From an optimization exercise on the open Yosys and OpenROAD flow, aimed at small area, a short achievable clock period and few clock cycles; shortcuts taken in it are not production practice.
The RTL of this run was laid out without a check of its function.

===== design.v =====
module cic_seed (
    input  wire        clk,
    input  wire        rst,           
    input  wire        start,         
    input  wire [31:0] image_size,    
    output reg         ready,
    output reg         done,          
    output wire [31:0] seed,
    output wire [31:0] crc,
    output reg         img_req,
    output reg  [8:0]  img_addr,      
    input  wire        img_gnt,
    input  wire        img_rvalid,
    input  wire [63:0] img_rdata
);
    localparam [8:0] FIRST_WORD = 9'd8;     
    localparam [8:0] LAST_WORD  = 9'd511;   
    reg        req_on;      
    reg [1:0]  outst;       
    reg [31:0] c;           
    reg        first;       
    reg        s_lo, s8, s9, s10, s11, s12, s14, s15, s18;
    wire [31:0] cm = ~(c | {32{first}});
    wire [31:0] x  = ~cm ^ img_rdata[31:0];
    wire [31:0] dh = img_rdata[63:32];
    wire [31:0] cn;
    wire t0 = x[13] ^ x[3];
    wire t1 = dh[0] ^ x[11];
    wire t2 = dh[7] ^ x[19];
    wire t3 = x[16] ^ x[6];
    wire t4 = x[4] ^ x[9];
    wire t5 = dh[3] ^ x[12];
    wire t6 = dh[22] ^ dh[4];
    wire t7 = dh[2] ^ x[5];
    wire t8 = dh[5] ^ x[8];
    wire t9 = dh[23] ^ x[30];
    wire t10 = dh[24] ^ x[10];
    wire t11 = dh[14] ^ x[7];
    wire t12 = dh[15] ^ t0;
    wire t13 = x[1] ^ x[14];
    wire t14 = x[15] ^ x[2];
    wire t15 = dh[6] ^ x[18];
    wire t16 = dh[29] ^ x[31];
    wire t17 = dh[19] ^ t2;
    wire t18 = dh[13] ^ t1;
    wire t19 = dh[18] ^ dh[25];
    wire t20 = dh[10] ^ dh[26];
    wire t21 = dh[11] ^ dh[27];
    wire t22 = dh[12] ^ dh[28];
    wire t23 = dh[8] ^ x[20];
    wire t24 = dh[9] ^ x[21];
    wire t25 = dh[20] ^ x[25];
    wire t26 = dh[21] ^ x[26];
    wire t27 = dh[31] ^ x[17];
    wire t28 = dh[16] ^ t4;
    wire t29 = dh[17] ^ dh[30];
    wire t30 = x[0] ^ x[23];
    wire t31 = x[24] ^ x[27];
    wire t32 = t3 ^ x[22];
    wire t33 = t6 ^ x[29];
    wire t34 = t14 ^ t7;
    wire t35 = dh[31] ^ t8;
    wire t36 = dh[1] ^ t20;
    wire t37 = x[12] ^ x[28];
    wire t38 = t29 ^ x[5];
    wire t39 = t24 ^ t5;
    wire t40 = t16 ^ t31;
    wire t41 = dh[30] ^ t27;
    wire t42 = t28 ^ t9;
    wire t43 = x[11] ^ x[7];
    wire t44 = t21 ^ x[24];
    wire t45 = t10 ^ x[4];
    wire t46 = t5 ^ x[22];
    wire t47 = t11 ^ t13;
    wire t48 = t25 ^ x[16];
    wire t49 = t26 ^ x[29];
    wire t50 = t10 ^ t22;
    wire t51 = t23 ^ t34;
    wire t52 = t15 ^ t32;
    wire t53 = t18 ^ x[25];
    wire t54 = t12 ^ x[28];
    wire t55 = t19 ^ t41;
    wire t56 = dh[4] ^ dh[7];
    wire t57 = dh[10] ^ dh[8];
    wire t58 = dh[24] ^ dh[28];
    wire t59 = dh[11] ^ dh[9];
    wire t60 = dh[25] ^ dh[29];
    wire t61 = dh[25] ^ dh[3];
    wire t62 = dh[18] ^ dh[26];
    wire t63 = dh[1] ^ dh[22];
    wire t64 = dh[19] ^ dh[27];
    wire t65 = t6 ^ x[27];
    wire t66 = dh[5] ^ x[17];
    wire t67 = t56 ^ x[31];
    wire t68 = x[18] ^ x[28];
    wire t69 = x[13] ^ x[2];
    wire t70 = dh[13] ^ x[8];
    wire t71 = dh[2] ^ x[23];
    wire t72 = dh[0] ^ x[13];
    wire t73 = dh[1] ^ t3;
    wire t74 = dh[6] ^ t13;
    wire t75 = dh[23] ^ t43;
    wire t76 = t30 ^ t4;
    wire t77 = t9 ^ x[6];
    wire t78 = t72 ^ x[15];
    wire t79 = t19 ^ t38;
    wire t80 = t17 ^ t36;
    wire t81 = t33 ^ t47;
    wire t82 = dh[15] ^ t35;
    wire t83 = dh[6] ^ t12;
    wire t84 = t17 ^ x[30];
    wire t85 = dh[17] ^ t51;
    wire t86 = t52 ^ t7;
    wire t87 = t55 ^ x[21];
    wire t88 = dh[12] ^ dh[2];
    wire t89 = dh[16] ^ dh[7];
    wire t90 = x[10] ^ x[17];
    wire t91 = x[0] ^ x[19];
    wire t92 = dh[4] ^ x[20];
    wire t93 = x[21] ^ x[7];
    wire t94 = dh[16] ^ t22;
    wire t95 = dh[9] ^ x[26];
    wire t96 = dh[24] ^ t29;
    wire t97 = dh[0] ^ x[16];
    wire t98 = dh[7] ^ x[10];
    wire t99 = t62 ^ x[2];
    wire t100 = dh[14] ^ t63;
    wire t101 = x[11] ^ x[29];
    wire t102 = t59 ^ x[14];
    wire t103 = t89 ^ x[24];
    wire t104 = dh[26] ^ x[15];
    wire t105 = dh[28] ^ t21;
    wire t106 = t21 ^ x[12];
    wire t107 = x[1] ^ x[20];
    wire t108 = x[8] ^ x[9];
    wire t109 = dh[2] ^ t2;
    wire t110 = dh[3] ^ t1;
    wire t111 = t23 ^ t90;
    wire t112 = t0 ^ t1;
    wire t113 = t33 ^ x[1];
    wire t114 = t57 ^ t8;
    wire t115 = dh[20] ^ t8;
    wire t116 = t0 ^ t15;
    wire t117 = t10 ^ t13;
    wire t118 = t20 ^ t44;
    wire t119 = t30 ^ t93;
    wire t120 = t25 ^ t94;
    wire t121 = t11 ^ t26;
    wire t122 = t25 ^ t68;
    wire t123 = dh[5] ^ t37;
    wire t124 = t24 ^ t71;
    wire t125 = t103 ^ t16;
    wire t126 = t11 ^ x[14];
    wire t127 = t107 ^ t108;
    wire t128 = t38 ^ x[23];
    wire t129 = dh[22] ^ t7;
    wire t130 = t111 ^ x[3];
    wire t131 = t65 ^ t73;
    wire t132 = dh[21] ^ t39;
    wire t133 = t45 ^ t66;
    wire t134 = t112 ^ t39;
    wire t135 = t46 ^ t69;
    wire t136 = t76 ^ t77;
    wire t137 = t22 ^ t35;
    wire t138 = t32 ^ x[3];
    wire t139 = dh[29] ^ t18;
    wire t140 = t121 ^ t40;
    wire t141 = t37 ^ t48;
    wire t142 = t125 ^ t49;
    wire t143 = t104 ^ t79;
    wire t144 = t16 ^ t50;
    wire t145 = t129 ^ t40;
    wire t146 = t49 ^ x[31];
    wire t147 = t12 ^ x[9];
    wire t148 = t45 ^ x[26];
    wire t149 = dh[8] ^ t53;
    wire t150 = dh[11] ^ t54;
    wire t151 = t5 ^ t84;
    wire t152 = t58 ^ t86;
    wire t153 = t28 ^ t87;
    assign cn[0] = (t42 ^ ((dh[20] ^ dh[26]) ^ t109)) ^ ((t110 ^ t74) ^ (t130 ^ t131));
    assign cn[1] = (t133 ^ ((x[0] ^ (dh[1] ^ dh[27])) ^ t75)) ^ (t85 ^ ((t67 ^ t68) ^ t132));
    assign cn[2] = t152 ^ ((t113 ^ t114) ^ ((t19 ^ t91) ^ t134));
    assign cn[3] = (t136 ^ t80) ^ ((t74 ^ (x[7] ^ t66)) ^ ((t92 ^ (t59 ^ t60)) ^ t135));
    assign cn[4] = (t51 ^ (t115 ^ t116)) ^ ((t117 ^ t118) ^ (t119 ^ ((dh[12] ^ dh[30]) ^ t67)));
    assign cn[5] = ((t74 ^ (t14 ^ t2)) ^ ((t24 ^ t4) ^ (t44 ^ (dh[21] ^ t61)))) ^ (t149 ^ (t137 ^ t138));
    assign cn[6] = (((x[23] ^ x[27]) ^ t120) ^ (t34 ^ t46)) ^ ((t47 ^ t77) ^ ((t95 ^ (dh[10] ^ x[19])) ^ t139));
    assign cn[7] = ((t96 ^ t73) ^ ((dh[10] ^ t14) ^ (t30 ^ t5))) ^ (t150 ^ ((t70 ^ t92) ^ t140));
    assign cn[8] = t153 ^ (t150 ^ (t81 ^ ((t31 ^ t8) ^ (t97 ^ (t88 ^ x[25])))));
    assign cn[9] = ((t17 ^ t18) ^ t85) ^ (((x[27] ^ (dh[12] ^ x[26])) ^ t138) ^ (t82 ^ (t113 ^ t122)));
    assign cn[10] = ((t26 ^ t98) ^ t81) ^ ((t99 ^ t123) ^ (t124 ^ t18));
    assign cn[11] = ((t31 ^ t9) ^ t83) ^ ((t114 ^ t46) ^ ((t64 ^ t100) ^ (t101 ^ t14)));
    assign cn[12] = (t141 ^ t42) ^ (t83 ^ ((t58 ^ t102) ^ (t67 ^ t71)));
    assign cn[13] = (((dh[12] ^ dh[17]) ^ (t57 ^ t61)) ^ t133) ^ (t142 ^ ((x[14] ^ x[5]) ^ t78));
    assign cn[14] = (t131 ^ t143) ^ ((t15 ^ (x[30] ^ t102)) ^ t149);
    assign cn[15] = ((t95 ^ (dh[27] ^ t88)) ^ t80) ^ (((x[15] ^ x[31]) ^ t123) ^ (((dh[18] ^ dh[23]) ^ t11) ^ (t27 ^ t3)));
    assign cn[16] = (t80 ^ ((x[18] ^ x[6]) ^ t117)) ^ ((t12 ^ (t105 ^ t33)) ^ ((t43 ^ t70) ^ t42));
    assign cn[17] = (((dh[25] ^ x[11]) ^ t115) ^ (t126 ^ (t106 ^ t91))) ^ (t85 ^ (t144 ^ t42));
    assign cn[18] = (t83 ^ (t3 ^ t127)) ^ ((t18 ^ t132) ^ (t143 ^ t144));
    assign cn[19] = t153 ^ (((t98 ^ (t6 ^ t64)) ^ t139) ^ (((x[0] ^ x[12]) ^ t126) ^ (t32 ^ (t36 ^ t69))));
    assign cn[20] = ((t78 ^ (x[20] ^ t105)) ^ t151) ^ (((t11 ^ t65) ^ t52) ^ (t82 ^ (t128 ^ t28)));
    assign cn[21] = (t54 ^ ((x[1] ^ x[30]) ^ t110)) ^ ((t119 ^ (x[4] ^ (dh[17] ^ t62))) ^ (t137 ^ t145));
    assign cn[22] = (t145 ^ t84) ^ (((t101 ^ t70) ^ (t99 ^ (x[22] ^ (dh[27] ^ dh[30])))) ^ (t130 ^ t141));
    assign cn[23] = (t136 ^ t146) ^ ((t122 ^ t41) ^ ((t23 ^ (t64 ^ (dh[14] ^ dh[28]))) ^ t134));
    assign cn[24] = t152 ^ ((t142 ^ t147) ^ ((t27 ^ t39) ^ (t75 ^ (t20 ^ t23))));
    assign cn[25] = ((t96 ^ (t60 ^ x[22])) ^ (t116 ^ t124)) ^ ((t127 ^ t48) ^ (t75 ^ (t106 ^ t36)));
    assign cn[26] = ((t109 ^ t118) ^ (t50 ^ t76)) ^ (t87 ^ ((t26 ^ (x[14] ^ x[8])) ^ t135));
    assign cn[27] = ((t120 ^ t17) ^ (t78 ^ ((dh[1] ^ dh[13]) ^ t27))) ^ (((t30 ^ t44) ^ (t9 ^ (t60 ^ x[4]))) ^ t86);
    assign cn[28] = (t42 ^ t53) ^ ((t128 ^ t50) ^ ((t15 ^ (t6 ^ x[3])) ^ t140));
    assign cn[29] = (t82 ^ (t40 ^ t79)) ^ (((t100 ^ t2) ^ (t37 ^ (dh[23] ^ x[6]))) ^ (t148 ^ t53));
    assign cn[30] = (((x[0] ^ x[5]) ^ t48) ^ t151) ^ ((t148 ^ t54) ^ (t55 ^ t81));
    assign cn[31] = (t147 ^ (t17 ^ t34)) ^ ((t35 ^ (t15 ^ t97)) ^ (((t61 ^ t63) ^ (x[0] ^ x[10])) ^ t146));
    wire take  = start & ready;
    wire grant = img_req & img_gnt;
    wire fin   = ~ready & ~req_on & (outst == 2'd0);
    wire       req_on_n = take ? (image_size[31:12] != 20'd0)
                               : req_on & ~(grant && img_addr == LAST_WORD);
    wire [1:0] outst_n  = outst + {1'b0, grant} - {1'b0, img_rvalid};
    assign crc  = cm;
    assign seed = {13'd0, s18, 2'd0, s15, s14, s11, s12, s11, s10, s9, s8,
                   2'd0, {6{s_lo}}};
    always @(posedge clk) begin
        if (rst) begin
            ready   <= 1'b1;
            req_on  <= 1'b0;
            outst   <= 2'd0;
            img_req <= 1'b0;
            done    <= 1'b0;
        end else begin
            done    <= fin;
            ready   <= take ? 1'b0 : (ready | fin);
            req_on  <= req_on_n;
            outst   <= outst_n;
            img_req <= req_on_n & ~outst_n[1];
        end
    end
    wire m0 = (cm == 32'h6170A4A1);    
    wire m1 = (cm == 32'h90BB6CB5);    
    wire m2 = (cm == 32'h0B050EE0);    
    wire m3 = (cm == 32'h98BC2C86);    
    wire m4 = (cm == 32'hACC8580A);    
    always @(posedge clk) begin
        if (take)
            img_addr <= FIRST_WORD;
        else if (grant)
            img_addr <= img_addr + 9'd1;
        if (img_rvalid)
            c <= cn;
        if (take)
            first <= 1'b1;
        else if (img_rvalid)
            first <= 1'b0;
        s_lo <= m0 | m1 | m2 | m3 | m4;
        s8   <= m0 | m1 | m3 | m4;
        s9   <= m0 | m1;
        s10  <= m0 | m1 | m4;
        s11  <= m0 | m1 | m2;
        s12  <= m0 | m1 | m2 | m3;
        s14  <= m2;
        s15  <= m3 | m4;
        s18  <= m0;
    end
endmodule

===== flow/run.sh =====
#!/bin/bash
# Own flow: the standard layout (standard.sh, unchanged ORFS steps and
# synthesis) with these changes:
#  - ORFS's scripts are copied to ./scripts and ABC's speed script replaced by
#    flow/abc.script (plain delay-oriented mapping without ABC's blanket
#    buffering and upsizing; the placer's repair sizes the critical cells);
#  - three-input XOR/XNOR cells are added to the don't-use list;
#  - the ports get a plain buffer cell;
#  - any extra ORFS variables listed in flow/vars.txt.
# Each tool's output goes to the ORFS logs under orfs/logs; make's own output
# goes to standard_make.log here.
set -euo pipefail
rm -rf scripts
cp -r "$FLOW_HOME/scripts" scripts
cp flow/abc.script scripts/abc_speed.script
PLATFORM_DONT_USE=$(sed -n '/^export DONT_USE_CELLS += /,/^$/p' "$FLOW_HOME/platforms/sky130hd/config.mk" \
    | sed 's/export DONT_USE_CELLS += //; s/\\//g' | tr -s ' \n' ' ')
EXTRA_DONT_USE="sky130_fd_sc_hd__xnor3_1 sky130_fd_sc_hd__xnor3_2 sky130_fd_sc_hd__xnor3_4 sky130_fd_sc_hd__xor3_1 sky130_fd_sc_hd__xor3_2 sky130_fd_sc_hd__xor3_4"
VARS=()
if [[ -f flow/vars.txt ]]; then
    while read -r line; do [[ -n "$line" ]] && VARS+=("$line"); done < flow/vars.txt
fi
bash standard.sh "SCRIPTS_DIR=$PWD/scripts" \
    "DONT_USE_CELLS=$PLATFORM_DONT_USE $EXTRA_DONT_USE" \
    "BUFFER_PORTS_ARGS=-buffer_cell sky130_fd_sc_hd__buf_2" \
    "${VARS[@]}" finish > standard_make.log 2>&1

===== flow/abc.script =====
&get -n
&st
&dch
&nf
&put

===== flow/vars.txt =====
CORE_UTILIZATION=70
PLACE_DENSITY=0.75
SETUP_SLACK_MARGIN=2.0
BUFFER_PORTS_ARGS=-buffer_cell sky130_fd_sc_hd__buf_1
CTS_BUF_LIST=sky130_fd_sc_hd__clkbuf_4

===== standard.sh =====
#!/bin/bash
# synth_recipe.tcl (not shown) runs the flow's synth.tcl, then flattens the netlist and writes it again
# the make line also repeats each setting of config.mk as NAME=value (left out here)
make -C /OpenROAD-flow-scripts/flow DESIGN_CONFIG=/design/flow/config.mk WORK_HOME=/design/flow/orfs CLKGATE_MAP_FILE= SYNTH_SCRIPT=/design/flow/synth_recipe.tcl "${@:-finish}"

===== config.mk =====
export PLATFORM = sky130hd
export DESIGN_NAME = cic_seed
export DESIGN_NICKNAME = cic_seed
export VERILOG_FILES = /design/flow/design.v
export SDC_FILE = /design/flow/constraint.sdc
export NUM_CORES = 4
export LEC_CHECK = 0
export CAP_MARGIN = 20
export CORE_MARGIN = 2
export CORE_UTILIZATION = 40
export SLEW_MARGIN = 20

===== constraint.sdc =====
create_clock -name core_clock -period 5.0 [get_ports {clk}]
set_input_delay 1.0000 -clock core_clock [delete_from_list [all_inputs] [get_ports {clk}]]
set_output_delay 1.0000 -clock core_clock [all_outputs]
set_load 0.01 [all_outputs]

==> results_dict.tcl <==
set metrics [dict create \
    grt_first_pass_wirelength_um 32300 \
    yosys_warnings 1 \
    tightest_slew_ps 941 \
    drt_wl_total_um 23400 \
    hold_violations 0 \
    wl_per_cell_um 24.0 \
    viasPerCell 6.04 \
    routabilityCongestion 1.11 \
    finalCriticalPeriod_ps 3210 \
    vias 5885 \
    crit_type "reg -> reg" \
    setup_tns_ps 0 \
    synth.ff_latch_count 57 \
    cp_top_family "XOR/XNOR gates" \
    top_register "c" \
    endpoint_kind "register" \
    insertion_delay_ps 420 \
    ys_seq_area_share_pct 22.6 \
    instances_no_fill 975 \
    largest_reg_flops 32 \
    cap_violations 0 \
    fp-row-count 35 \
    start_kind "register" \
    crit_arrival_ps 3380 \
    clock_sinks 57 \
    ant_nets 0 \
    core_mm2 0.00911 \
    cts_buffer_depth 2 \
    num_io_pins 177 \
    cts_max_level 3 \
    io_buffer_count 147 \
    status "finished clean" \
    synth_area_mm2 0.00648 \
    async_flop_share_pct 0 \
    slowest_stage "dfxtp_4" \
    synthCells 695 \
    grt_max_degree 35 \
    overflow 0 \
    post-route-period-util_pct 64.2 \
    cts_made_buffers 9 \
    grt_pass1_vias 5527 \
    fillers 495 \
    avgSynthCellArea_um2 9.32 \
    synth_flop_cell "edfxtp_1" \
    fmax_ghz 0.312 \
    dieArea_mm2 0.0100 \
    drt-initial-drc-count 614 \
    skew_ps 8.33 \
    synth_cell_type_count 30 \
    critPathBufInv 0 \
    crit_required_ps 5170 \
    synth-edff-count 32 \
    start_util_pct 71.1 \
    nNetsFinal 963 \
    placed_cells 952 \
    cp_max_fo 23 \
    regArea_mm2 0.00147 \
    top_regs "c x32, img_addr x9, outst x2" \
    rsz0062_at_grt "true" \
    drc 0 \
    cts_hold_buf 0 \
    antenna_found_initial 0 \
    finalMaxSlewViolations 0 \
    multi_input_area_mm2 0.00539 \
    max_stage_delay_ps 540 \
    die_h_um 100 \
    areaGrowthSynthToFinish_pct 21.1 \
    dpl.hpwl_um 18300 \
    crit_path_cell_trace "nor2_1 > xnor2_2 > xor2_2 > xor2_2 > xor2_1 > xor2_1 > xnor2_1 > xnor2_1" \
    cts-root-buf "clkbuf_4" \
    firstDrtPassIters 6 \
    path_clk_slew_ps 100 \
    cts_tree "done" \
    die_x_um 100 \
    drive_gt1_share_pct 11.9 \
    hp-class "reg -> reg" \
    grt_usage_pct 44.6 \
    setup_viol 0 \
    relSlewSlack_pct 36.8 \
]
-- stage by stage --
| step | instance area [µm²] | util (%) | setup WS, ps | hold WS (ps) |
|---|---|---|---|---|
| after floorplan | 6610 | - | 2000 | 445 |
| after global placement | 7180 | 78.8 | 1270 | 468 |
| after detailed placement | 7180 | 78.8 | 1140 | 481 |
| after CTS | 7560 | 83.0 | 1930 | 494 |
| after global routing | 7840 | 86.1 | 1810 | 527 |
| final | 7840 | 86.1 | 1790 | 499 |
-- area by class of cell --
class	instances	share of cell area, %
inverters	7	0.335
well taps	111	1.77
clock buffers	10	0.957
diodes	1	0.0319
repair buffers	168	9.11
flip-flops and latches	57	18.7
multi-input cells	615	68.7
clock inverters	6	0.415
-- cells in the final DEF, fill, tap and decap left out, types with 17 or more instances in the layout --
master	instances
buf_4	20
xor2_1	99
dfxtp_1	24
xnor2_1	292
buf_1	146
edfxtp_1	32
conb_1	17
xnor2_2	22
xor2_2	26
nor2_1	39
-- synthesized netlist by cell type (2+ instances only) --
library cell    n  area [µm²]
buf_4          32         240
or4_1           5        37.5
nor4_1         12        75.1
clkinv_1        7        26.3
dfxtp_1        25         500
o21ai_0         5        25.0
nand4b_1        4        35.0
nor3_1          9        45.0
ha_1            4        50.1
a21oi_1        12        60.1
nor4bb_1        3        30.0
nand3_1         8        40.0
edfxtp_1       32         961
nand4_1         6        37.5
and2_0          4        25.0
and4_1          2        17.5
and3_1          6        37.5
xor2_1        130        1140
nand2_1        16        60.1
nor2_1         44         165
xnor2_1       320        2800
-- cell families after synthesis --
group | share of synthesized area, %
and+or+nand+nor | 10.1
AOI/OAI and AO/OA | 1.53
DFF | 22.6
xor gates and xnor gates | 60.8
other | 0.0579
adders and majority gates | 0.773
buffers and inverters | 4.11
-- final timing paths --
check,endpoint,slack [ps],from,depth (start not counted)
worst max-delay path,c[1],1790,first,8
worst min-delay path,req_on,500,req_on,2
worst max register to register,c[1],1790,first,8
worst min register to register,req_on,500,req_on,2
-- repair_timing --
item	in CTS	in global routing
setup buffers	1	5
setup endpoints to repair	32	25
gates resized for setup	33	33
pin swaps	1	2
-- worst reg2reg max path: stages (launching register included) --
cell     delay (ps)
dfxtp_4         540
nor2_1          200
xnor2_2         400
xor2_2          340
xor2_2          340
xor2_1          320
xor2_1          440
xnor2_1         220
xnor2_1         170
-- metal layers --
metal	GRT usage (%)	up-vias	share of wire [%]
met2	76.3	550	46
li1	-	2501	-
met3	7.10	148	12
met5	0	-	0
met4	27.0	0	9.0
met1	52.7	2686	33

## separate check: timing with driven ports
The flow's constraints put no driver on any port. The routed layout listed below was extracted and timed again, unchanged, in two steps.
Step 1, drivers: a clkbuf_16 drives clk and a buf_2 each remaining input, both assumed.
Step 2 moves the port delays by t, midway between the first and last clock arrival at a register: inputs arrive t later, outputs are due t later. That takes back most of the time a late clock gives input paths.
Three values: ideal, step 1, step 2; two values: the first two.
t, ns: 0.454
setup WS [ns]: 1.792 / 1.792 / 1.375
worst hold slack (ns): 0.499 / 0.499 / 0.499
slew at the worst register clock pin (ns): 0.10 / 0.10
worst data-port slew with drivers (ns): 0.05
After both steps setup and hold are still met in this run. For this run, drivers alone change the setup slack by 0.000 ns; drivers and shift together by -0.417 ns.
